Background: an optimization exercise with open tools, aiming at small area, a short achievable clock period and few clock cycles. Do not read the settings as production practice.
Only simulation tests tie the RTL to the original design; equivalence was not proved.
Power figures rest on the tool's default switching activity, not on a simulated workload.

### run.sh
#!/bin/bash
# synth_recipe.tcl (not shown) runs the flow's synth.tcl, then flattens the netlist and writes it again
# the make line also repeats each setting of config.mk as NAME=value (left out here)
make -C /OpenROAD-flow-scripts/flow DESIGN_CONFIG=/design/flow/config.mk WORK_HOME=/design/flow/orfs CLKGATE_MAP_FILE= SYNTH_SCRIPT=/design/flow/synth_recipe.tcl finish
### config.mk
export PLATFORM = sky130hd
export DESIGN_NAME = dither_mono
export DESIGN_NICKNAME = dither_mono
export VERILOG_FILES = /design/flow/design.v
export SDC_FILE = /design/flow/constraint.sdc
export NUM_CORES = 4
export LEC_CHECK = 0
export CAP_MARGIN = 20
export CORE_MARGIN = 2
export CORE_UTILIZATION = 40
export PLACE_DENSITY = 0.6
export SLEW_MARGIN = 20
### constraint.sdc
create_clock -name core_clock -period 13.0 [get_ports {clk}]
set_input_delay 2.6000 -clock core_clock [delete_from_list [all_inputs] [get_ports {clk}]]
set_output_delay 2.6000 -clock core_clock [all_outputs]
set_load 0.01 [all_outputs]
### design.v
module dither_mono #(
    parameter W = 32
) (
    input  wire        clk,
    input  wire        rst,
    input  wire        in_valid,
    output wire        in_ready,
    input  wire [15:0] in_pixel,
    input  wire        in_sof,
    input  wire [7:0]  cfg_thr,
    input  wire        cfg_dither,
    output wire        out_valid,
    input  wire        out_ready,
    output wire [7:0]  out_byte
);
    function [5:0] q7_off(input [6:0] s);
        case (s)
        7'd0: q7_off = 6'd0;
        7'd1: q7_off = 6'd0;
        7'd2: q7_off = 6'd0;
        7'd3: q7_off = 6'd1;
        7'd4: q7_off = 6'd1;
        7'd5: q7_off = 6'd2;
        7'd6: q7_off = 6'd2;
        7'd7: q7_off = 6'd3;
        7'd8: q7_off = 6'd3;
        7'd9: q7_off = 6'd3;
        7'd10: q7_off = 6'd4;
        7'd11: q7_off = 6'd4;
        7'd12: q7_off = 6'd5;
        7'd13: q7_off = 6'd5;
        7'd14: q7_off = 6'd6;
        7'd15: q7_off = 6'd6;
        7'd16: q7_off = 6'd7;
        7'd17: q7_off = 6'd7;
        7'd18: q7_off = 6'd7;
        7'd19: q7_off = 6'd8;
        7'd20: q7_off = 6'd8;
        7'd21: q7_off = 6'd9;
        7'd22: q7_off = 6'd9;
        7'd23: q7_off = 6'd10;
        7'd24: q7_off = 6'd10;
        7'd25: q7_off = 6'd10;
        7'd26: q7_off = 6'd11;
        7'd27: q7_off = 6'd11;
        7'd28: q7_off = 6'd12;
        7'd29: q7_off = 6'd12;
        7'd30: q7_off = 6'd13;
        7'd31: q7_off = 6'd13;
        7'd32: q7_off = 6'd14;
        7'd33: q7_off = 6'd14;
        7'd34: q7_off = 6'd14;
        7'd35: q7_off = 6'd15;
        7'd36: q7_off = 6'd15;
        7'd37: q7_off = 6'd16;
        7'd38: q7_off = 6'd16;
        7'd39: q7_off = 6'd17;
        7'd40: q7_off = 6'd17;
        7'd41: q7_off = 6'd17;
        7'd42: q7_off = 6'd18;
        7'd43: q7_off = 6'd18;
        7'd44: q7_off = 6'd19;
        7'd45: q7_off = 6'd19;
        7'd46: q7_off = 6'd20;
        7'd47: q7_off = 6'd20;
        7'd48: q7_off = 6'd21;
        7'd49: q7_off = 6'd21;
        7'd50: q7_off = 6'd21;
        7'd51: q7_off = 6'd22;
        7'd52: q7_off = 6'd22;
        7'd53: q7_off = 6'd23;
        7'd54: q7_off = 6'd23;
        7'd55: q7_off = 6'd24;
        7'd56: q7_off = 6'd24;
        7'd57: q7_off = 6'd24;
        7'd58: q7_off = 6'd25;
        7'd59: q7_off = 6'd25;
        7'd60: q7_off = 6'd26;
        7'd61: q7_off = 6'd26;
        7'd62: q7_off = 6'd27;
        7'd63: q7_off = 6'd27;
        7'd64: q7_off = 6'd36;
        7'd65: q7_off = 6'd36;
        7'd66: q7_off = 6'd36;
        7'd67: q7_off = 6'd37;
        7'd68: q7_off = 6'd37;
        7'd69: q7_off = 6'd38;
        7'd70: q7_off = 6'd38;
        7'd71: q7_off = 6'd39;
        7'd72: q7_off = 6'd39;
        7'd73: q7_off = 6'd39;
        7'd74: q7_off = 6'd40;
        7'd75: q7_off = 6'd40;
        7'd76: q7_off = 6'd41;
        7'd77: q7_off = 6'd41;
        7'd78: q7_off = 6'd42;
        7'd79: q7_off = 6'd42;
        7'd80: q7_off = 6'd43;
        7'd81: q7_off = 6'd43;
        7'd82: q7_off = 6'd43;
        7'd83: q7_off = 6'd44;
        7'd84: q7_off = 6'd44;
        7'd85: q7_off = 6'd45;
        7'd86: q7_off = 6'd45;
        7'd87: q7_off = 6'd46;
        7'd88: q7_off = 6'd46;
        7'd89: q7_off = 6'd46;
        7'd90: q7_off = 6'd47;
        7'd91: q7_off = 6'd47;
        7'd92: q7_off = 6'd48;
        7'd93: q7_off = 6'd48;
        7'd94: q7_off = 6'd49;
        7'd95: q7_off = 6'd49;
        7'd96: q7_off = 6'd50;
        7'd97: q7_off = 6'd50;
        7'd98: q7_off = 6'd50;
        7'd99: q7_off = 6'd51;
        7'd100: q7_off = 6'd51;
        7'd101: q7_off = 6'd52;
        7'd102: q7_off = 6'd52;
        7'd103: q7_off = 6'd53;
        7'd104: q7_off = 6'd53;
        7'd105: q7_off = 6'd53;
        7'd106: q7_off = 6'd54;
        7'd107: q7_off = 6'd54;
        7'd108: q7_off = 6'd55;
        7'd109: q7_off = 6'd55;
        7'd110: q7_off = 6'd56;
        7'd111: q7_off = 6'd56;
        7'd112: q7_off = 6'd57;
        7'd113: q7_off = 6'd57;
        7'd114: q7_off = 6'd57;
        7'd115: q7_off = 6'd58;
        7'd116: q7_off = 6'd58;
        7'd117: q7_off = 6'd59;
        7'd118: q7_off = 6'd59;
        7'd119: q7_off = 6'd60;
        7'd120: q7_off = 6'd60;
        7'd121: q7_off = 6'd60;
        7'd122: q7_off = 6'd61;
        7'd123: q7_off = 6'd61;
        7'd124: q7_off = 6'd62;
        7'd125: q7_off = 6'd62;
        7'd126: q7_off = 6'd63;
        7'd127: q7_off = 6'd63;
        endcase
    endfunction
    function [5:0] q7_on(input [6:0] s);
        case (s)
        7'd0: q7_on = 6'd36;
        7'd1: q7_on = 6'd36;
        7'd2: q7_on = 6'd37;
        7'd3: q7_on = 6'd37;
        7'd4: q7_on = 6'd38;
        7'd5: q7_on = 6'd38;
        7'd6: q7_on = 6'd39;
        7'd7: q7_on = 6'd39;
        7'd8: q7_on = 6'd39;
        7'd9: q7_on = 6'd40;
        7'd10: q7_on = 6'd40;
        7'd11: q7_on = 6'd41;
        7'd12: q7_on = 6'd41;
        7'd13: q7_on = 6'd42;
        7'd14: q7_on = 6'd42;
        7'd15: q7_on = 6'd43;
        7'd16: q7_on = 6'd43;
        7'd17: q7_on = 6'd43;
        7'd18: q7_on = 6'd44;
        7'd19: q7_on = 6'd44;
        7'd20: q7_on = 6'd45;
        7'd21: q7_on = 6'd45;
        7'd22: q7_on = 6'd46;
        7'd23: q7_on = 6'd46;
        7'd24: q7_on = 6'd46;
        7'd25: q7_on = 6'd47;
        7'd26: q7_on = 6'd47;
        7'd27: q7_on = 6'd48;
        7'd28: q7_on = 6'd48;
        7'd29: q7_on = 6'd49;
        7'd30: q7_on = 6'd49;
        7'd31: q7_on = 6'd50;
        7'd32: q7_on = 6'd50;
        7'd33: q7_on = 6'd50;
        7'd34: q7_on = 6'd51;
        7'd35: q7_on = 6'd51;
        7'd36: q7_on = 6'd52;
        7'd37: q7_on = 6'd52;
        7'd38: q7_on = 6'd53;
        7'd39: q7_on = 6'd53;
        7'd40: q7_on = 6'd53;
        7'd41: q7_on = 6'd54;
        7'd42: q7_on = 6'd54;
        7'd43: q7_on = 6'd55;
        7'd44: q7_on = 6'd55;
        7'd45: q7_on = 6'd56;
        7'd46: q7_on = 6'd56;
        7'd47: q7_on = 6'd57;
        7'd48: q7_on = 6'd57;
        7'd49: q7_on = 6'd57;
        7'd50: q7_on = 6'd58;
        7'd51: q7_on = 6'd58;
        7'd52: q7_on = 6'd59;
        7'd53: q7_on = 6'd59;
        7'd54: q7_on = 6'd60;
        7'd55: q7_on = 6'd60;
        7'd56: q7_on = 6'd60;
        7'd57: q7_on = 6'd61;
        7'd58: q7_on = 6'd61;
        7'd59: q7_on = 6'd62;
        7'd60: q7_on = 6'd62;
        7'd61: q7_on = 6'd63;
        7'd62: q7_on = 6'd63;
        7'd63: q7_on = 6'd0;
        7'd64: q7_on = 6'd0;
        7'd65: q7_on = 6'd0;
        7'd66: q7_on = 6'd1;
        7'd67: q7_on = 6'd1;
        7'd68: q7_on = 6'd2;
        7'd69: q7_on = 6'd2;
        7'd70: q7_on = 6'd3;
        7'd71: q7_on = 6'd3;
        7'd72: q7_on = 6'd3;
        7'd73: q7_on = 6'd4;
        7'd74: q7_on = 6'd4;
        7'd75: q7_on = 6'd5;
        7'd76: q7_on = 6'd5;
        7'd77: q7_on = 6'd6;
        7'd78: q7_on = 6'd6;
        7'd79: q7_on = 6'd7;
        7'd80: q7_on = 6'd7;
        7'd81: q7_on = 6'd7;
        7'd82: q7_on = 6'd8;
        7'd83: q7_on = 6'd8;
        7'd84: q7_on = 6'd9;
        7'd85: q7_on = 6'd9;
        7'd86: q7_on = 6'd10;
        7'd87: q7_on = 6'd10;
        7'd88: q7_on = 6'd10;
        7'd89: q7_on = 6'd11;
        7'd90: q7_on = 6'd11;
        7'd91: q7_on = 6'd12;
        7'd92: q7_on = 6'd12;
        7'd93: q7_on = 6'd13;
        7'd94: q7_on = 6'd13;
        7'd95: q7_on = 6'd14;
        7'd96: q7_on = 6'd14;
        7'd97: q7_on = 6'd14;
        7'd98: q7_on = 6'd15;
        7'd99: q7_on = 6'd15;
        7'd100: q7_on = 6'd16;
        7'd101: q7_on = 6'd16;
        7'd102: q7_on = 6'd17;
        7'd103: q7_on = 6'd17;
        7'd104: q7_on = 6'd17;
        7'd105: q7_on = 6'd18;
        7'd106: q7_on = 6'd18;
        7'd107: q7_on = 6'd19;
        7'd108: q7_on = 6'd19;
        7'd109: q7_on = 6'd20;
        7'd110: q7_on = 6'd20;
        7'd111: q7_on = 6'd21;
        7'd112: q7_on = 6'd21;
        7'd113: q7_on = 6'd21;
        7'd114: q7_on = 6'd22;
        7'd115: q7_on = 6'd22;
        7'd116: q7_on = 6'd23;
        7'd117: q7_on = 6'd23;
        7'd118: q7_on = 6'd24;
        7'd119: q7_on = 6'd24;
        7'd120: q7_on = 6'd24;
        7'd121: q7_on = 6'd25;
        7'd122: q7_on = 6'd25;
        7'd123: q7_on = 6'd26;
        7'd124: q7_on = 6'd26;
        7'd125: q7_on = 6'd27;
        7'd126: q7_on = 6'd27;
        7'd127: q7_on = 6'd28;
        endcase
    endfunction
    function [5:0] q5_off(input [6:0] s);
        case (s)
        7'd0: q5_off = 6'd0;
        7'd1: q5_off = 6'd0;
        7'd2: q5_off = 6'd0;
        7'd3: q5_off = 6'd0;
        7'd4: q5_off = 6'd1;
        7'd5: q5_off = 6'd1;
        7'd6: q5_off = 6'd1;
        7'd7: q5_off = 6'd2;
        7'd8: q5_off = 6'd2;
        7'd9: q5_off = 6'd2;
        7'd10: q5_off = 6'd3;
        7'd11: q5_off = 6'd3;
        7'd12: q5_off = 6'd3;
        7'd13: q5_off = 6'd4;
        7'd14: q5_off = 6'd4;
        7'd15: q5_off = 6'd4;
        7'd16: q5_off = 6'd5;
        7'd17: q5_off = 6'd5;
        7'd18: q5_off = 6'd5;
        7'd19: q5_off = 6'd5;
        7'd20: q5_off = 6'd6;
        7'd21: q5_off = 6'd6;
        7'd22: q5_off = 6'd6;
        7'd23: q5_off = 6'd7;
        7'd24: q5_off = 6'd7;
        7'd25: q5_off = 6'd7;
        7'd26: q5_off = 6'd8;
        7'd27: q5_off = 6'd8;
        7'd28: q5_off = 6'd8;
        7'd29: q5_off = 6'd9;
        7'd30: q5_off = 6'd9;
        7'd31: q5_off = 6'd9;
        7'd32: q5_off = 6'd10;
        7'd33: q5_off = 6'd10;
        7'd34: q5_off = 6'd10;
        7'd35: q5_off = 6'd10;
        7'd36: q5_off = 6'd11;
        7'd37: q5_off = 6'd11;
        7'd38: q5_off = 6'd11;
        7'd39: q5_off = 6'd12;
        7'd40: q5_off = 6'd12;
        7'd41: q5_off = 6'd12;
        7'd42: q5_off = 6'd13;
        7'd43: q5_off = 6'd13;
        7'd44: q5_off = 6'd13;
        7'd45: q5_off = 6'd14;
        7'd46: q5_off = 6'd14;
        7'd47: q5_off = 6'd14;
        7'd48: q5_off = 6'd15;
        7'd49: q5_off = 6'd15;
        7'd50: q5_off = 6'd15;
        7'd51: q5_off = 6'd15;
        7'd52: q5_off = 6'd16;
        7'd53: q5_off = 6'd16;
        7'd54: q5_off = 6'd16;
        7'd55: q5_off = 6'd17;
        7'd56: q5_off = 6'd17;
        7'd57: q5_off = 6'd17;
        7'd58: q5_off = 6'd18;
        7'd59: q5_off = 6'd18;
        7'd60: q5_off = 6'd18;
        7'd61: q5_off = 6'd19;
        7'd62: q5_off = 6'd19;
        7'd63: q5_off = 6'd19;
        7'd64: q5_off = 6'd44;
        7'd65: q5_off = 6'd44;
        7'd66: q5_off = 6'd44;
        7'd67: q5_off = 6'd44;
        7'd68: q5_off = 6'd45;
        7'd69: q5_off = 6'd45;
        7'd70: q5_off = 6'd45;
        7'd71: q5_off = 6'd46;
        7'd72: q5_off = 6'd46;
        7'd73: q5_off = 6'd46;
        7'd74: q5_off = 6'd47;
        7'd75: q5_off = 6'd47;
        7'd76: q5_off = 6'd47;
        7'd77: q5_off = 6'd48;
        7'd78: q5_off = 6'd48;
        7'd79: q5_off = 6'd48;
        7'd80: q5_off = 6'd49;
        7'd81: q5_off = 6'd49;
        7'd82: q5_off = 6'd49;
        7'd83: q5_off = 6'd49;
        7'd84: q5_off = 6'd50;
        7'd85: q5_off = 6'd50;
        7'd86: q5_off = 6'd50;
        7'd87: q5_off = 6'd51;
        7'd88: q5_off = 6'd51;
        7'd89: q5_off = 6'd51;
        7'd90: q5_off = 6'd52;
        7'd91: q5_off = 6'd52;
        7'd92: q5_off = 6'd52;
        7'd93: q5_off = 6'd53;
        7'd94: q5_off = 6'd53;
        7'd95: q5_off = 6'd53;
        7'd96: q5_off = 6'd54;
        7'd97: q5_off = 6'd54;
        7'd98: q5_off = 6'd54;
        7'd99: q5_off = 6'd54;
        7'd100: q5_off = 6'd55;
        7'd101: q5_off = 6'd55;
        7'd102: q5_off = 6'd55;
        7'd103: q5_off = 6'd56;
        7'd104: q5_off = 6'd56;
        7'd105: q5_off = 6'd56;
        7'd106: q5_off = 6'd57;
        7'd107: q5_off = 6'd57;
        7'd108: q5_off = 6'd57;
        7'd109: q5_off = 6'd58;
        7'd110: q5_off = 6'd58;
        7'd111: q5_off = 6'd58;
        7'd112: q5_off = 6'd59;
        7'd113: q5_off = 6'd59;
        7'd114: q5_off = 6'd59;
        7'd115: q5_off = 6'd59;
        7'd116: q5_off = 6'd60;
        7'd117: q5_off = 6'd60;
        7'd118: q5_off = 6'd60;
        7'd119: q5_off = 6'd61;
        7'd120: q5_off = 6'd61;
        7'd121: q5_off = 6'd61;
        7'd122: q5_off = 6'd62;
        7'd123: q5_off = 6'd62;
        7'd124: q5_off = 6'd62;
        7'd125: q5_off = 6'd63;
        7'd126: q5_off = 6'd63;
        7'd127: q5_off = 6'd63;
        endcase
    endfunction
    function [5:0] q5_on(input [6:0] s);
        case (s)
        7'd0: q5_on = 6'd44;
        7'd1: q5_on = 6'd44;
        7'd2: q5_on = 6'd44;
        7'd3: q5_on = 6'd45;
        7'd4: q5_on = 6'd45;
        7'd5: q5_on = 6'd45;
        7'd6: q5_on = 6'd46;
        7'd7: q5_on = 6'd46;
        7'd8: q5_on = 6'd46;
        7'd9: q5_on = 6'd47;
        7'd10: q5_on = 6'd47;
        7'd11: q5_on = 6'd47;
        7'd12: q5_on = 6'd48;
        7'd13: q5_on = 6'd48;
        7'd14: q5_on = 6'd48;
        7'd15: q5_on = 6'd49;
        7'd16: q5_on = 6'd49;
        7'd17: q5_on = 6'd49;
        7'd18: q5_on = 6'd49;
        7'd19: q5_on = 6'd50;
        7'd20: q5_on = 6'd50;
        7'd21: q5_on = 6'd50;
        7'd22: q5_on = 6'd51;
        7'd23: q5_on = 6'd51;
        7'd24: q5_on = 6'd51;
        7'd25: q5_on = 6'd52;
        7'd26: q5_on = 6'd52;
        7'd27: q5_on = 6'd52;
        7'd28: q5_on = 6'd53;
        7'd29: q5_on = 6'd53;
        7'd30: q5_on = 6'd53;
        7'd31: q5_on = 6'd54;
        7'd32: q5_on = 6'd54;
        7'd33: q5_on = 6'd54;
        7'd34: q5_on = 6'd54;
        7'd35: q5_on = 6'd55;
        7'd36: q5_on = 6'd55;
        7'd37: q5_on = 6'd55;
        7'd38: q5_on = 6'd56;
        7'd39: q5_on = 6'd56;
        7'd40: q5_on = 6'd56;
        7'd41: q5_on = 6'd57;
        7'd42: q5_on = 6'd57;
        7'd43: q5_on = 6'd57;
        7'd44: q5_on = 6'd58;
        7'd45: q5_on = 6'd58;
        7'd46: q5_on = 6'd58;
        7'd47: q5_on = 6'd59;
        7'd48: q5_on = 6'd59;
        7'd49: q5_on = 6'd59;
        7'd50: q5_on = 6'd59;
        7'd51: q5_on = 6'd60;
        7'd52: q5_on = 6'd60;
        7'd53: q5_on = 6'd60;
        7'd54: q5_on = 6'd61;
        7'd55: q5_on = 6'd61;
        7'd56: q5_on = 6'd61;
        7'd57: q5_on = 6'd62;
        7'd58: q5_on = 6'd62;
        7'd59: q5_on = 6'd62;
        7'd60: q5_on = 6'd63;
        7'd61: q5_on = 6'd63;
        7'd62: q5_on = 6'd63;
        7'd63: q5_on = 6'd0;
        7'd64: q5_on = 6'd0;
        7'd65: q5_on = 6'd0;
        7'd66: q5_on = 6'd0;
        7'd67: q5_on = 6'd1;
        7'd68: q5_on = 6'd1;
        7'd69: q5_on = 6'd1;
        7'd70: q5_on = 6'd2;
        7'd71: q5_on = 6'd2;
        7'd72: q5_on = 6'd2;
        7'd73: q5_on = 6'd3;
        7'd74: q5_on = 6'd3;
        7'd75: q5_on = 6'd3;
        7'd76: q5_on = 6'd4;
        7'd77: q5_on = 6'd4;
        7'd78: q5_on = 6'd4;
        7'd79: q5_on = 6'd5;
        7'd80: q5_on = 6'd5;
        7'd81: q5_on = 6'd5;
        7'd82: q5_on = 6'd5;
        7'd83: q5_on = 6'd6;
        7'd84: q5_on = 6'd6;
        7'd85: q5_on = 6'd6;
        7'd86: q5_on = 6'd7;
        7'd87: q5_on = 6'd7;
        7'd88: q5_on = 6'd7;
        7'd89: q5_on = 6'd8;
        7'd90: q5_on = 6'd8;
        7'd91: q5_on = 6'd8;
        7'd92: q5_on = 6'd9;
        7'd93: q5_on = 6'd9;
        7'd94: q5_on = 6'd9;
        7'd95: q5_on = 6'd10;
        7'd96: q5_on = 6'd10;
        7'd97: q5_on = 6'd10;
        7'd98: q5_on = 6'd10;
        7'd99: q5_on = 6'd11;
        7'd100: q5_on = 6'd11;
        7'd101: q5_on = 6'd11;
        7'd102: q5_on = 6'd12;
        7'd103: q5_on = 6'd12;
        7'd104: q5_on = 6'd12;
        7'd105: q5_on = 6'd13;
        7'd106: q5_on = 6'd13;
        7'd107: q5_on = 6'd13;
        7'd108: q5_on = 6'd14;
        7'd109: q5_on = 6'd14;
        7'd110: q5_on = 6'd14;
        7'd111: q5_on = 6'd15;
        7'd112: q5_on = 6'd15;
        7'd113: q5_on = 6'd15;
        7'd114: q5_on = 6'd15;
        7'd115: q5_on = 6'd16;
        7'd116: q5_on = 6'd16;
        7'd117: q5_on = 6'd16;
        7'd118: q5_on = 6'd17;
        7'd119: q5_on = 6'd17;
        7'd120: q5_on = 6'd17;
        7'd121: q5_on = 6'd18;
        7'd122: q5_on = 6'd18;
        7'd123: q5_on = 6'd18;
        7'd124: q5_on = 6'd19;
        7'd125: q5_on = 6'd19;
        7'd126: q5_on = 6'd19;
        7'd127: q5_on = 6'd20;
        endcase
    endfunction
    function [4:0] q3_of(input [6:0] s);
        case (s)
        7'd0: q3_of = 5'd0;
        7'd1: q3_of = 5'd0;
        7'd2: q3_of = 5'd0;
        7'd3: q3_of = 5'd0;
        7'd4: q3_of = 5'd0;
        7'd5: q3_of = 5'd0;
        7'd6: q3_of = 5'd1;
        7'd7: q3_of = 5'd1;
        7'd8: q3_of = 5'd1;
        7'd9: q3_of = 5'd1;
        7'd10: q3_of = 5'd1;
        7'd11: q3_of = 5'd2;
        7'd12: q3_of = 5'd2;
        7'd13: q3_of = 5'd2;
        7'd14: q3_of = 5'd2;
        7'd15: q3_of = 5'd2;
        7'd16: q3_of = 5'd3;
        7'd17: q3_of = 5'd3;
        7'd18: q3_of = 5'd3;
        7'd19: q3_of = 5'd3;
        7'd20: q3_of = 5'd3;
        7'd21: q3_of = 5'd3;
        7'd22: q3_of = 5'd4;
        7'd23: q3_of = 5'd4;
        7'd24: q3_of = 5'd4;
        7'd25: q3_of = 5'd4;
        7'd26: q3_of = 5'd4;
        7'd27: q3_of = 5'd5;
        7'd28: q3_of = 5'd5;
        7'd29: q3_of = 5'd5;
        7'd30: q3_of = 5'd5;
        7'd31: q3_of = 5'd5;
        7'd32: q3_of = 5'd6;
        7'd33: q3_of = 5'd6;
        7'd34: q3_of = 5'd6;
        7'd35: q3_of = 5'd6;
        7'd36: q3_of = 5'd6;
        7'd37: q3_of = 5'd6;
        7'd38: q3_of = 5'd7;
        7'd39: q3_of = 5'd7;
        7'd40: q3_of = 5'd7;
        7'd41: q3_of = 5'd7;
        7'd42: q3_of = 5'd7;
        7'd43: q3_of = 5'd8;
        7'd44: q3_of = 5'd8;
        7'd45: q3_of = 5'd8;
        7'd46: q3_of = 5'd8;
        7'd47: q3_of = 5'd8;
        7'd48: q3_of = 5'd9;
        7'd49: q3_of = 5'd9;
        7'd50: q3_of = 5'd9;
        7'd51: q3_of = 5'd9;
        7'd52: q3_of = 5'd9;
        7'd53: q3_of = 5'd9;
        7'd54: q3_of = 5'd10;
        7'd55: q3_of = 5'd10;
        7'd56: q3_of = 5'd10;
        7'd57: q3_of = 5'd10;
        7'd58: q3_of = 5'd10;
        7'd59: q3_of = 5'd11;
        7'd60: q3_of = 5'd11;
        7'd61: q3_of = 5'd11;
        7'd62: q3_of = 5'd11;
        7'd63: q3_of = 5'd11;
        7'd64: q3_of = 5'd20;
        7'd65: q3_of = 5'd20;
        7'd66: q3_of = 5'd20;
        7'd67: q3_of = 5'd20;
        7'd68: q3_of = 5'd20;
        7'd69: q3_of = 5'd20;
        7'd70: q3_of = 5'd21;
        7'd71: q3_of = 5'd21;
        7'd72: q3_of = 5'd21;
        7'd73: q3_of = 5'd21;
        7'd74: q3_of = 5'd21;
        7'd75: q3_of = 5'd22;
        7'd76: q3_of = 5'd22;
        7'd77: q3_of = 5'd22;
        7'd78: q3_of = 5'd22;
        7'd79: q3_of = 5'd22;
        7'd80: q3_of = 5'd23;
        7'd81: q3_of = 5'd23;
        7'd82: q3_of = 5'd23;
        7'd83: q3_of = 5'd23;
        7'd84: q3_of = 5'd23;
        7'd85: q3_of = 5'd23;
        7'd86: q3_of = 5'd24;
        7'd87: q3_of = 5'd24;
        7'd88: q3_of = 5'd24;
        7'd89: q3_of = 5'd24;
        7'd90: q3_of = 5'd24;
        7'd91: q3_of = 5'd25;
        7'd92: q3_of = 5'd25;
        7'd93: q3_of = 5'd25;
        7'd94: q3_of = 5'd25;
        7'd95: q3_of = 5'd25;
        7'd96: q3_of = 5'd26;
        7'd97: q3_of = 5'd26;
        7'd98: q3_of = 5'd26;
        7'd99: q3_of = 5'd26;
        7'd100: q3_of = 5'd26;
        7'd101: q3_of = 5'd26;
        7'd102: q3_of = 5'd27;
        7'd103: q3_of = 5'd27;
        7'd104: q3_of = 5'd27;
        7'd105: q3_of = 5'd27;
        7'd106: q3_of = 5'd27;
        7'd107: q3_of = 5'd28;
        7'd108: q3_of = 5'd28;
        7'd109: q3_of = 5'd28;
        7'd110: q3_of = 5'd28;
        7'd111: q3_of = 5'd28;
        7'd112: q3_of = 5'd29;
        7'd113: q3_of = 5'd29;
        7'd114: q3_of = 5'd29;
        7'd115: q3_of = 5'd29;
        7'd116: q3_of = 5'd29;
        7'd117: q3_of = 5'd29;
        7'd118: q3_of = 5'd30;
        7'd119: q3_of = 5'd30;
        7'd120: q3_of = 5'd30;
        7'd121: q3_of = 5'd30;
        7'd122: q3_of = 5'd30;
        7'd123: q3_of = 5'd31;
        7'd124: q3_of = 5'd31;
        7'd125: q3_of = 5'd31;
        7'd126: q3_of = 5'd31;
        7'd127: q3_of = 5'd31;
        endcase
    endfunction
    function [5:0] q5_of(input [6:0] s);
        case (s)
        7'd0: q5_of = 6'd0;
        7'd1: q5_of = 6'd0;
        7'd2: q5_of = 6'd0;
        7'd3: q5_of = 6'd0;
        7'd4: q5_of = 6'd1;
        7'd5: q5_of = 6'd1;
        7'd6: q5_of = 6'd1;
        7'd7: q5_of = 6'd2;
        7'd8: q5_of = 6'd2;
        7'd9: q5_of = 6'd2;
        7'd10: q5_of = 6'd3;
        7'd11: q5_of = 6'd3;
        7'd12: q5_of = 6'd3;
        7'd13: q5_of = 6'd4;
        7'd14: q5_of = 6'd4;
        7'd15: q5_of = 6'd4;
        7'd16: q5_of = 6'd5;
        7'd17: q5_of = 6'd5;
        7'd18: q5_of = 6'd5;
        7'd19: q5_of = 6'd5;
        7'd20: q5_of = 6'd6;
        7'd21: q5_of = 6'd6;
        7'd22: q5_of = 6'd6;
        7'd23: q5_of = 6'd7;
        7'd24: q5_of = 6'd7;
        7'd25: q5_of = 6'd7;
        7'd26: q5_of = 6'd8;
        7'd27: q5_of = 6'd8;
        7'd28: q5_of = 6'd8;
        7'd29: q5_of = 6'd9;
        7'd30: q5_of = 6'd9;
        7'd31: q5_of = 6'd9;
        7'd32: q5_of = 6'd10;
        7'd33: q5_of = 6'd10;
        7'd34: q5_of = 6'd10;
        7'd35: q5_of = 6'd10;
        7'd36: q5_of = 6'd11;
        7'd37: q5_of = 6'd11;
        7'd38: q5_of = 6'd11;
        7'd39: q5_of = 6'd12;
        7'd40: q5_of = 6'd12;
        7'd41: q5_of = 6'd12;
        7'd42: q5_of = 6'd13;
        7'd43: q5_of = 6'd13;
        7'd44: q5_of = 6'd13;
        7'd45: q5_of = 6'd14;
        7'd46: q5_of = 6'd14;
        7'd47: q5_of = 6'd14;
        7'd48: q5_of = 6'd15;
        7'd49: q5_of = 6'd15;
        7'd50: q5_of = 6'd15;
        7'd51: q5_of = 6'd15;
        7'd52: q5_of = 6'd16;
        7'd53: q5_of = 6'd16;
        7'd54: q5_of = 6'd16;
        7'd55: q5_of = 6'd17;
        7'd56: q5_of = 6'd17;
        7'd57: q5_of = 6'd17;
        7'd58: q5_of = 6'd18;
        7'd59: q5_of = 6'd18;
        7'd60: q5_of = 6'd18;
        7'd61: q5_of = 6'd19;
        7'd62: q5_of = 6'd19;
        7'd63: q5_of = 6'd19;
        7'd64: q5_of = 6'd44;
        7'd65: q5_of = 6'd44;
        7'd66: q5_of = 6'd44;
        7'd67: q5_of = 6'd44;
        7'd68: q5_of = 6'd45;
        7'd69: q5_of = 6'd45;
        7'd70: q5_of = 6'd45;
        7'd71: q5_of = 6'd46;
        7'd72: q5_of = 6'd46;
        7'd73: q5_of = 6'd46;
        7'd74: q5_of = 6'd47;
        7'd75: q5_of = 6'd47;
        7'd76: q5_of = 6'd47;
        7'd77: q5_of = 6'd48;
        7'd78: q5_of = 6'd48;
        7'd79: q5_of = 6'd48;
        7'd80: q5_of = 6'd49;
        7'd81: q5_of = 6'd49;
        7'd82: q5_of = 6'd49;
        7'd83: q5_of = 6'd49;
        7'd84: q5_of = 6'd50;
        7'd85: q5_of = 6'd50;
        7'd86: q5_of = 6'd50;
        7'd87: q5_of = 6'd51;
        7'd88: q5_of = 6'd51;
        7'd89: q5_of = 6'd51;
        7'd90: q5_of = 6'd52;
        7'd91: q5_of = 6'd52;
        7'd92: q5_of = 6'd52;
        7'd93: q5_of = 6'd53;
        7'd94: q5_of = 6'd53;
        7'd95: q5_of = 6'd53;
        7'd96: q5_of = 6'd54;
        7'd97: q5_of = 6'd54;
        7'd98: q5_of = 6'd54;
        7'd99: q5_of = 6'd54;
        7'd100: q5_of = 6'd55;
        7'd101: q5_of = 6'd55;
        7'd102: q5_of = 6'd55;
        7'd103: q5_of = 6'd56;
        7'd104: q5_of = 6'd56;
        7'd105: q5_of = 6'd56;
        7'd106: q5_of = 6'd57;
        7'd107: q5_of = 6'd57;
        7'd108: q5_of = 6'd57;
        7'd109: q5_of = 6'd58;
        7'd110: q5_of = 6'd58;
        7'd111: q5_of = 6'd58;
        7'd112: q5_of = 6'd59;
        7'd113: q5_of = 6'd59;
        7'd114: q5_of = 6'd59;
        7'd115: q5_of = 6'd59;
        7'd116: q5_of = 6'd60;
        7'd117: q5_of = 6'd60;
        7'd118: q5_of = 6'd60;
        7'd119: q5_of = 6'd61;
        7'd120: q5_of = 6'd61;
        7'd121: q5_of = 6'd61;
        7'd122: q5_of = 6'd62;
        7'd123: q5_of = 6'd62;
        7'd124: q5_of = 6'd62;
        7'd125: q5_of = 6'd63;
        7'd126: q5_of = 6'd63;
        7'd127: q5_of = 6'd63;
        endcase
    endfunction
    function [3:0] q1_of(input [6:0] s);
        case (s)
        7'd0: q1_of = 4'd0;
        7'd1: q1_of = 4'd1;
        7'd2: q1_of = 4'd2;
        7'd3: q1_of = 4'd2;
        7'd4: q1_of = 4'd2;
        7'd5: q1_of = 4'd2;
        7'd6: q1_of = 4'd2;
        7'd7: q1_of = 4'd1;
        7'd8: q1_of = 4'd2;
        7'd9: q1_of = 4'd3;
        7'd10: q1_of = 4'd2;
        7'd11: q1_of = 4'd2;
        7'd12: q1_of = 4'd2;
        7'd13: q1_of = 4'd2;
        7'd14: q1_of = 4'd2;
        7'd15: q1_of = 4'd3;
        7'd16: q1_of = 4'd1;
        7'd17: q1_of = 4'd2;
        7'd18: q1_of = 4'd3;
        7'd19: q1_of = 4'd3;
        7'd20: q1_of = 4'd3;
        7'd21: q1_of = 4'd3;
        7'd22: q1_of = 4'd3;
        7'd23: q1_of = 4'd2;
        7'd24: q1_of = 4'd3;
        7'd25: q1_of = 4'd4;
        7'd26: q1_of = 4'd3;
        7'd27: q1_of = 4'd3;
        7'd28: q1_of = 4'd3;
        7'd29: q1_of = 4'd3;
        7'd30: q1_of = 4'd3;
        7'd31: q1_of = 4'd4;
        7'd32: q1_of = 4'd2;
        7'd33: q1_of = 4'd3;
        7'd34: q1_of = 4'd4;
        7'd35: q1_of = 4'd4;
        7'd36: q1_of = 4'd4;
        7'd37: q1_of = 4'd4;
        7'd38: q1_of = 4'd4;
        7'd39: q1_of = 4'd3;
        7'd40: q1_of = 4'd4;
        7'd41: q1_of = 4'd5;
        7'd42: q1_of = 4'd4;
        7'd43: q1_of = 4'd4;
        7'd44: q1_of = 4'd4;
        7'd45: q1_of = 4'd4;
        7'd46: q1_of = 4'd4;
        7'd47: q1_of = 4'd5;
        7'd48: q1_of = 4'd3;
        7'd49: q1_of = 4'd4;
        7'd50: q1_of = 4'd5;
        7'd51: q1_of = 4'd5;
        7'd52: q1_of = 4'd5;
        7'd53: q1_of = 4'd5;
        7'd54: q1_of = 4'd5;
        7'd55: q1_of = 4'd4;
        7'd56: q1_of = 4'd5;
        7'd57: q1_of = 4'd6;
        7'd58: q1_of = 4'd5;
        7'd59: q1_of = 4'd5;
        7'd60: q1_of = 4'd5;
        7'd61: q1_of = 4'd5;
        7'd62: q1_of = 4'd5;
        7'd63: q1_of = 4'd6;
        7'd64: q1_of = 4'd12;
        7'd65: q1_of = 4'd13;
        7'd66: q1_of = 4'd14;
        7'd67: q1_of = 4'd14;
        7'd68: q1_of = 4'd14;
        7'd69: q1_of = 4'd14;
        7'd70: q1_of = 4'd14;
        7'd71: q1_of = 4'd13;
        7'd72: q1_of = 4'd14;
        7'd73: q1_of = 4'd15;
        7'd74: q1_of = 4'd14;
        7'd75: q1_of = 4'd14;
        7'd76: q1_of = 4'd14;
        7'd77: q1_of = 4'd14;
        7'd78: q1_of = 4'd14;
        7'd79: q1_of = 4'd15;
        7'd80: q1_of = 4'd13;
        7'd81: q1_of = 4'd14;
        7'd82: q1_of = 4'd15;
        7'd83: q1_of = 4'd15;
        7'd84: q1_of = 4'd15;
        7'd85: q1_of = 4'd15;
        7'd86: q1_of = 4'd15;
        7'd87: q1_of = 4'd14;
        7'd88: q1_of = 4'd15;
        7'd89: q1_of = 4'd0;
        7'd90: q1_of = 4'd15;
        7'd91: q1_of = 4'd15;
        7'd92: q1_of = 4'd15;
        7'd93: q1_of = 4'd15;
        7'd94: q1_of = 4'd15;
        7'd95: q1_of = 4'd0;
        7'd96: q1_of = 4'd14;
        7'd97: q1_of = 4'd15;
        7'd98: q1_of = 4'd0;
        7'd99: q1_of = 4'd0;
        7'd100: q1_of = 4'd0;
        7'd101: q1_of = 4'd0;
        7'd102: q1_of = 4'd0;
        7'd103: q1_of = 4'd15;
        7'd104: q1_of = 4'd0;
        7'd105: q1_of = 4'd1;
        7'd106: q1_of = 4'd0;
        7'd107: q1_of = 4'd0;
        7'd108: q1_of = 4'd0;
        7'd109: q1_of = 4'd0;
        7'd110: q1_of = 4'd0;
        7'd111: q1_of = 4'd1;
        7'd112: q1_of = 4'd15;
        7'd113: q1_of = 4'd0;
        7'd114: q1_of = 4'd1;
        7'd115: q1_of = 4'd1;
        7'd116: q1_of = 4'd1;
        7'd117: q1_of = 4'd1;
        7'd118: q1_of = 4'd1;
        7'd119: q1_of = 4'd0;
        7'd120: q1_of = 4'd1;
        7'd121: q1_of = 4'd2;
        7'd122: q1_of = 4'd1;
        7'd123: q1_of = 4'd1;
        7'd124: q1_of = 4'd1;
        7'd125: q1_of = 4'd1;
        7'd126: q1_of = 4'd1;
        7'd127: q1_of = 4'd2;
        endcase
    endfunction
    function [5:0] intensity(input [15:0] p);
        reg [5:0] a, b, c;
        reg       ab, cb, ac;
        begin
            a  = {p[4:0], 1'b0};
            b  = p[10:5];
            c  = {p[15:11], 1'b0};
            ab = a > b;
            cb = c > b;
            ac = p[4:0] > p[15:11];
            if (ac)
                intensity = ab ? a : b;
            else
                intensity = cb ? c : b;
        end
    endfunction
    wire       f1_go, f2_go, x_go;
    wire       pb_wr;
    wire       g_valid_n, fr_valid_n, x_sure_n;
    wire              a_we;
    wire [4:0]        a_wpos;
    wire signed [6:0] a_wdata;
    reg        in_ready_r;
    reg        iv;
    reg [15:0] ipix;
    reg        isof, idith;
    reg [5:0]  ithr;
    wire acc_in = in_valid & in_ready_r;
    assign in_ready = in_ready_r;
    always @(posedge clk) begin
        if (~iv | pb_wr) begin
            ipix  <= in_pixel;
            isof  <= in_sof;
            ithr  <= cfg_thr[7:2];
            idith <= cfg_dither;
        end
    end
    reg [5:0]  pb [0:31];
    reg [5:0]  cnt;           
    reg [5:0]  cr;            
    reg [4:0]  wx;            
    reg        w_wdir;        
    reg        w_rdir;        
    reg        w_odd, w_first, w_dith;
    reg [5:0]  w_t6;
    reg [4:0]  rk;            
    assign     pb_wr    = iv & (~cnt[5] | f1_go);
    wire       w_new    = (wx == 5'd0);
    wire       wdir_eff = w_new ? w_rdir : w_wdir;
    wire [4:0] wp       = wx ^ {5{wdir_eff}};
    wire       iv_n     = acc_in | (iv & ~pb_wr);
    wire       w_row    = pb_wr & w_new;
    wire       w_odd_n  = w_row ? (~isof & ~w_odd) : w_odd;
    wire       w_first_n = w_row ? isof : w_first;
    wire       w_dith_n = (w_row & isof) ? idith : w_dith;
    wire [5:0] w_t6_n   = (w_row & isof) ? ithr : w_t6;
    wire       w_rdir_n = (w_row & ~isof) ? (w_rdir ^ ~w_odd) : w_rdir;
    wire [5:0] cnt_n    = cnt + {5'd0, pb_wr} - {5'd0, f1_go};
    wire       full_n   = (cnt[5] & (pb_wr | ~f1_go)) | ((cnt == 6'd31) & pb_wr & ~f1_go);
    wire       f1_sure_n = ~g_valid_n | ~fr_valid_n | x_sure_n;
    always @(posedge clk) begin
        if (pb_wr)
            pb[wp] <= intensity(ipix);
    end
    always @(posedge clk) begin
        if (rst) begin
            in_ready_r <= 1'b1;
            iv         <= 1'b0;
            cnt        <= 6'd0;
            cr         <= 6'd0;
            wx         <= 5'd0;
            w_rdir     <= 1'b0;
            w_wdir     <= 1'b0;
            w_odd      <= 1'b1;
        end else begin
            in_ready_r <= ~iv_n | ~full_n | f1_sure_n;
            iv         <= iv_n;
            cnt        <= cnt_n;
            cr         <= cr + {5'd0, pb_wr} - {(f1_go & (rk == 5'd31)), 5'd0};
            if (pb_wr)
                wx <= wx + 5'd1;
            if (w_row)
                w_wdir <= w_rdir;
            w_odd   <= w_odd_n;
            w_first <= w_first_n;
            w_dith  <= w_dith_n;
            w_t6    <= w_t6_n;
            w_rdir  <= w_rdir_n;
        end
    end
    reg        rs;            
    reg        r_odd, r_zero, r_dith, r_rdir;
    reg [5:0]  r_t6;
    reg [4:0]  rp_r, fx_r;    
    wire       rs_n   = f1_go ? (rk == 5'd31) : rs;
    wire       f_odd  = r_odd;
    wire       f_zero = r_zero;
    wire       f_dith = r_dith;
    wire [5:0] f_t6   = r_t6;
    wire [4:0] rp     = rp_r;
    wire [4:0] fx     = fx_r;
    wire       avail  = f_odd ? cr[5] : (cnt != 6'd0);
    reg signed [6:0]  el [0:31];   
    wire [5:0]        v      = pb[rp];
    wire signed [6:0] el_rd  = (a_we && a_wpos == fx) ? a_wdata : el[fx];
    reg               g_valid;
    reg [5:0]         g_v;
    reg signed [6:0]  g_tv;        
    reg signed [6:0]  g_el;
    reg [4:0]         g_x;
    reg               g_rs, g_last, g_zero, g_dith, g_odd;
    assign f1_go     = avail & (~g_valid | f2_go);
    assign g_valid_n = f1_go | (g_valid & ~f2_go);
    always @(posedge clk) begin
        if (rst) begin
            rk      <= 5'd0;
            rs      <= 1'b1;
            g_valid <= 1'b0;
        end else begin
            if (f1_go)
                rk <= rk + 5'd1;
            rs <= rs_n;
            if (rs_n) begin
                r_odd  <= w_odd_n;
                r_zero <= w_first_n | ~w_dith_n;
                r_dith <= w_dith_n;
                r_rdir <= w_rdir_n;
                r_t6   <= w_t6_n;
                rp_r   <= {5{w_rdir_n}};
                fx_r   <= {5{w_odd_n}};
            end else if (f1_go) begin
                rp_r <= r_rdir ? rp_r - 5'd1 : rp_r + 5'd1;
                fx_r <= r_odd  ? fx_r - 5'd1 : fx_r + 5'd1;
            end
            g_valid <= g_valid_n;
        end
        if (f1_go) begin
            g_v    <= v;
            g_tv   <= $signed({1'b0, f_t6}) - $signed({1'b0, v});
            g_el   <= el_rd;
            g_x    <= fx;
            g_rs   <= rs;
            g_last <= (rk == 5'd31);
            g_zero <= f_zero;
            g_dith <= f_dith;
            g_odd  <= f_odd;
        end else if (a_we && a_wpos == g_x) begin
            g_el   <= a_wdata;
        end
    end
    reg               fr_valid;
    reg [6:0]         fr_b0;      
    reg signed [7:0]  fr_t;       
    reg               fr_dith, fr_odd, fr_last, fr_rs;
    reg [4:0]         fr_x;
    reg signed [5:0]  accA;        
    reg signed [3:0]  accB;        
    wire signed [5:0] accA_n;
    wire signed [3:0] accB_n;
    wire              caseA = fr_valid;
    wire signed [6:0] err0  = caseA ? {{3{accB_n[3]}}, accB_n} : {accA_n[5], accA_n};
    wire signed [6:0] errl  = (a_we && a_wpos == g_x) ? a_wdata : g_el;
    wire signed [6:0] err   = g_zero ? 7'sd0 : (g_rs ? err0 : errl);
    wire signed [7:0] base  = $signed({2'b00, g_v}) + err;
    assign f2_go      = g_valid & (~fr_valid | x_go);
    assign fr_valid_n = f2_go | (fr_valid & ~x_go);
    always @(posedge clk) begin
        if (rst)
            fr_valid <= 1'b0;
        else
            fr_valid <= fr_valid_n;
        if (f2_go) begin
            fr_b0   <= base[6:0];
            fr_t    <= g_tv - err;
            fr_dith <= g_dith;
            fr_odd  <= g_odd;
            fr_last <= g_last;
            fr_rs   <= g_rs;
            fr_x    <= g_x;
        end
    end
    reg signed [5:0]  carry;
    wire [6:0]        s0   = fr_b0 + {carry[5], carry};
    wire              on   = carry > fr_t;
    wire [6:0]        e    = on ? s0 - 7'd63 : s0;
    wire [5:0]        q7   = on ? q7_on(s0) : q7_off(s0);
    wire [5:0]        q5   = on ? q5_on(s0) : q5_off(s0);
    wire              sel_q5 = g_valid & ~g_zero;
    reg  [31:0] dec;
    reg  [3:0]  pend;
    reg  [1:0]  nb;
    reg         ov;
    reg  [7:0]  ob;
    reg         pxg_r;        
    reg         nbx_r;        
    wire        cap       = ~ov & pend[nb];
    wire [1:0]  xg        = fr_x[4:3];
    wire        dec_block = pxg_r & (ov | ~nbx_r);
    wire        bdone     = fr_odd ? (fr_x[2:0] == 3'd0) : (fr_x[2:0] == 3'd7);
    wire [3:0]  pend_n    = (pend & ~(cap ? (4'd1 << nb) : 4'd0))
                          | ((x_go & bdone) ? (4'd1 << xg) : 4'd0);
    wire [1:0]  xg_n      = f2_go ? g_x[4:3] : xg;
    assign x_go = fr_valid & ~dec_block;
    assign x_sure_n = ~pend_n[xg_n] | (~(cap | ov) & (nb + {1'b0, cap} == xg_n));
    reg               er_valid, er_rs;
    reg [4:0]         er_wpos;
    reg signed [4:0]  er_q3;
    reg signed [5:0]  er_q5;
    reg signed [3:0]  er_q1;
    always @(posedge clk) begin
        if (rst) begin
            carry    <= 6'sd0;
            er_valid <= 1'b0;
            pend     <= 4'd0;
            pxg_r    <= 1'b0;
            nbx_r    <= 1'b0;
            nb       <= 2'd0;
            ov       <= 1'b0;
        end else begin
            if (x_go) begin
                if (fr_last | ~fr_dith)
                    carry <= (fr_last & sel_q5) ? q5 : 6'sd0;
                else
                    carry <= q7;
            end
            er_valid <= x_go;
            pend <= pend_n;
            pxg_r <= pend_n[xg_n];
            nbx_r <= (nb + {1'b0, cap} == xg_n);
            if (cap)
                nb <= nb + 2'd1;
            ov <= cap | (ov & ~out_ready);
        end
        if (x_go) begin
            dec[fr_x] <= on;
            er_rs     <= fr_rs;
            er_wpos   <= fr_odd ? fr_x + 5'd1 : fr_x - 5'd1;
            er_q3     <= q3_of(e);
            er_q5     <= q5_of(e);
            er_q1     <= q1_of(e);
        end
        if (cap)
            ob <= dec[nb*8 +: 8];
    end
    assign out_valid = ov;
    assign out_byte  = ob;
    assign a_we    = er_valid & ~er_rs;
    assign a_wpos  = er_wpos;
    assign a_wdata = accA + er_q3;
    assign accA_n  = er_valid ? (er_rs ? er_q5 : accB + er_q5) : accA;
    assign accB_n  = er_valid ? er_q1 : accB;
    always @(posedge clk) begin
        accA <= accA_n;
        accB <= accB_n;
        if (a_we)
            el[a_wpos] <= a_wdata;
    end
endmodule
==> run notes <==
Final Util=0.453; Synth area leaders=edfxtp_1 56%, mux4_2 10%, dfxtp_1 4.8%; Reg-to-Reg End=er_q5[2]; post-route ant nets=0; Post-Syn Instances=2110; starting density of the core=0.404; commonest non-fill, non-tap cell in the layout=edfxtp_1; global-route wire length before repair=106000 um; layout cells sized above 1=0.162; Buffers on Ports=37; R2R setup slack=8620 ps; warnings from Yosys=1; All-Layer GR Usage=0.174; biggest area consumer among synthesized cells=edfxtp_1; Max VDD drop=0.225 mV; grt ovf=0; reg2reg path depth=10; max-cap violation count=0; DR iter-0 viols=1517; CP Launch Type=register; count of hold-fix buffers inserted at cts=0; vias in the first global route=18200; number of instances on the worst hold path=0; vias post-DR=18000; # nets final=2298; Setup crit end kind=register; Clock H-tree levels=3; GR Util met2=0.289; hold wc startpoint=fr_rs; library cells used by synthesis=97; width of the die=281 um; first-pass iteration count of the detailed router=5; clock latency (worst-skew pair)=630 ps; Post-CTS Setup Inserts=0; status=timing/DRC/antenna clean; Most used DFF post-synth=edfxtp_1; worst slew pin tran=1060 ps; CTS tree=yes; Cell Rows=101; CP arrival=4710 ps; Synth Net Count=2257; # IOs=40; final worst path period share=0.337; gpl congestion=0.882; post-synthesis register bit count=648; total power divided by cell area=261 mW/mm^2; post-synth top area share=0.564; # clock sinks=648; CTS resizes=0; via/cell ratio=5.64; Post-Route WL=67600 um; CP Data Required Time=13330 ps; Max clock buf depth=3; post-synthesis sequential area ratio=0.612; Fin. Hold Viols=0; Post-synth EDFFs=575; GR peak layer=met2; GR Util met3=0.0261; die area=0.0787 sq mm; min cycle time layout=4380 ps; Crit path largest cell delay=880 ps; Synth async-reset ratio=0; Max FO, Critical Path=12; dpl hpwl=44100 um; crit-path cells=ha_1 > fa_1 > ha_1 > nand2_1 > nor3_1 > nand3_1 > xnor2_1 > o41a_1 > a2bb2oi_2 > xnor2_1; Pins Over Slew Limit=0; initial antenna violation count=1; Hold Crit Endpoint=er_rs; Max Clk Rate=229 MHz; RSZ-0062 raised after global routing=false; Routed WL per cell=21.2 um; total negative slack=0 ps; Slowest cell on crit path=fa_1; Residual DRC=0; Pwr Total=0.00897 W; clock root buffer=clkbuf_16; CTS buffer count=73; n_diodes=0; clock skew=33.8 ps; FF-to-FF Start=fr_b0[0]; HP Class=reg -> reg; most frequent cells in the layout=575 x edfxtp_1, 163 x nor2_1, 139 x mux4_2; Slew Limit Headroom=0.290; Avg Inst Size Synth=14.5 sq um; synthesized area=0.0306 sq mm; Leak Pwr=11.8 nW; fill cell count=6605; Die Y=281 um; largest net degree at the start of global routing=57; clock slew at reported path FFs=60 ps; crit path kind=reg -> reg; Layout area overhead=12.2%; core area=0.0758 sq mm; grt met1 use=0.238; # setup viols final=0
## cells in the mapped netlist (32+ instances only)
master    count
nand3_1      32
o21ai_0      72
nor3_1       36
nand2_1     112
a21oi_1      91
xnor2_1      58
clkbuf_1     53
mux4_2      139
nor2_1      163
inv_1        97
edfxtp_1    575
ha_1        107
dfxtp_1      73
mux2i_1      41
## critical path: cells and delay by family, from the launching register on
family | cells | cell delay [ps]
XOR/XNOR | 2 | 910
adder cells (fa/ha/maj) | 3 | 1730
AO/OA/AOI/OAI | 2 | 410
AND/OR/NAND/NOR | 3 | 670
flip-flops | 1 | 380
## power breakdown
part	switching (W)	internal [W]	total [W]	leakage, nW
Combinational	0.00230	0.00148	0.00378	4.77
Sequential	0.000221	0.00298	0.00320	5.88
Clock	0.000831	0.00116	0.00199	1.13
## registers in the layout (all words and copies together) (netlist names), 7 cells and up, named ones only
| name | count |
|---|---|
| fr_t | 8 |
| fr_b0 | 7 |
| dec | 32 |
| el | 224 |
| pb | 192 |
| g_tv | 7 |
| ob | 8 |
| ipix | 16 |
| g_el | 7 |
## per-layer routing
metal,vias to the layer above,part of all wire
li1,8277,-
met4,0,0.019
met5,-,0
met1,9061,0.44
met3,95,0.056
met2,548,0.49
## final cells by class
type	instances	area, sq um	area share
Timing Repair Buffer	65	576	0.0168
Inverter	102	383	0.0112
Tap cell	978	1220	0.0356
Sequential cell	648	18700	0.546
Clock inverter	43	410	0.0120
Clock buffer	89	1920	0.0558
Multi-Input combinational cell	1261	11100	0.323
## stage by stage
step,worst slack [ps],area [sq um],hold WS [ps],instances
floorplan,9020,30600,400,2110
global placement,8510,32000,404,3054
detailed placement,8500,32000,405,3054
CTS,8710,34300,419,3186
global route,8240,34300,422,3186
finish,8620,34300,419,3186
## logic make-up (layout without fill, tap and decap cells)
kind of cell / Yosys count / count (layout) / share of synthesized area
XOR/XNOR: 87 / 87 / 0.0256
AO/OA/AOI/OAI: 385 / 385 / 0.0861
flip-flops: 648 / 648 / 0.612
buffers and inverters: 201 / 299 / 0.0272
multiplexers: 206 / 206 / 0.125
AND/OR/NAND/NOR: 464 / 464 / 0.0726
adder cells (fa/ha/maj): 119 / 119 / 0.0510
## worst max path at each step
stage	start	end	slack (ps)	depth (start not counted)
after floorplan	ipix[1]	pb[0][4]	9020	9
after global placement	rst	carry[2]	8510	7
after detailed placement	rst	carry[2]	8500	7
after CTS	ov	out_valid	8710	1
after global routing	fr_b0[0]	er_q5[2]	8240	12
final	fr_b0[0]	er_q5[2]	8620	10
Testbench counts, summed over its fixed seeds: cycles 20,640.

-- port drivers added, routing unchanged --
How much do the figures lean on ideal ports? The routed layout below was timed once more, with nothing changed but the port constraints. Step 1, drivers: a clkbuf_16 drives clk and a buf_2 each remaining input, both assumed. Step 2 adds t to the input delays and takes it off the output delays; t is the mean of the earliest and latest rising clock arrival at the registers after step 1. Input paths then give back, and output paths get back, about the clock's delay inside the block. a / b / c = ideal / step 1 / step 2; a / b = the first two.
shift t [ns]: 0.669
setup WS [ns]: 8.624 / 8.624 / 8.511
worst data-port slew with drivers (ns): 0.04
After both steps this run still meets setup and hold. The setup slack of this run moves by 0.000 ns with the drivers and by -0.113 ns with both steps.
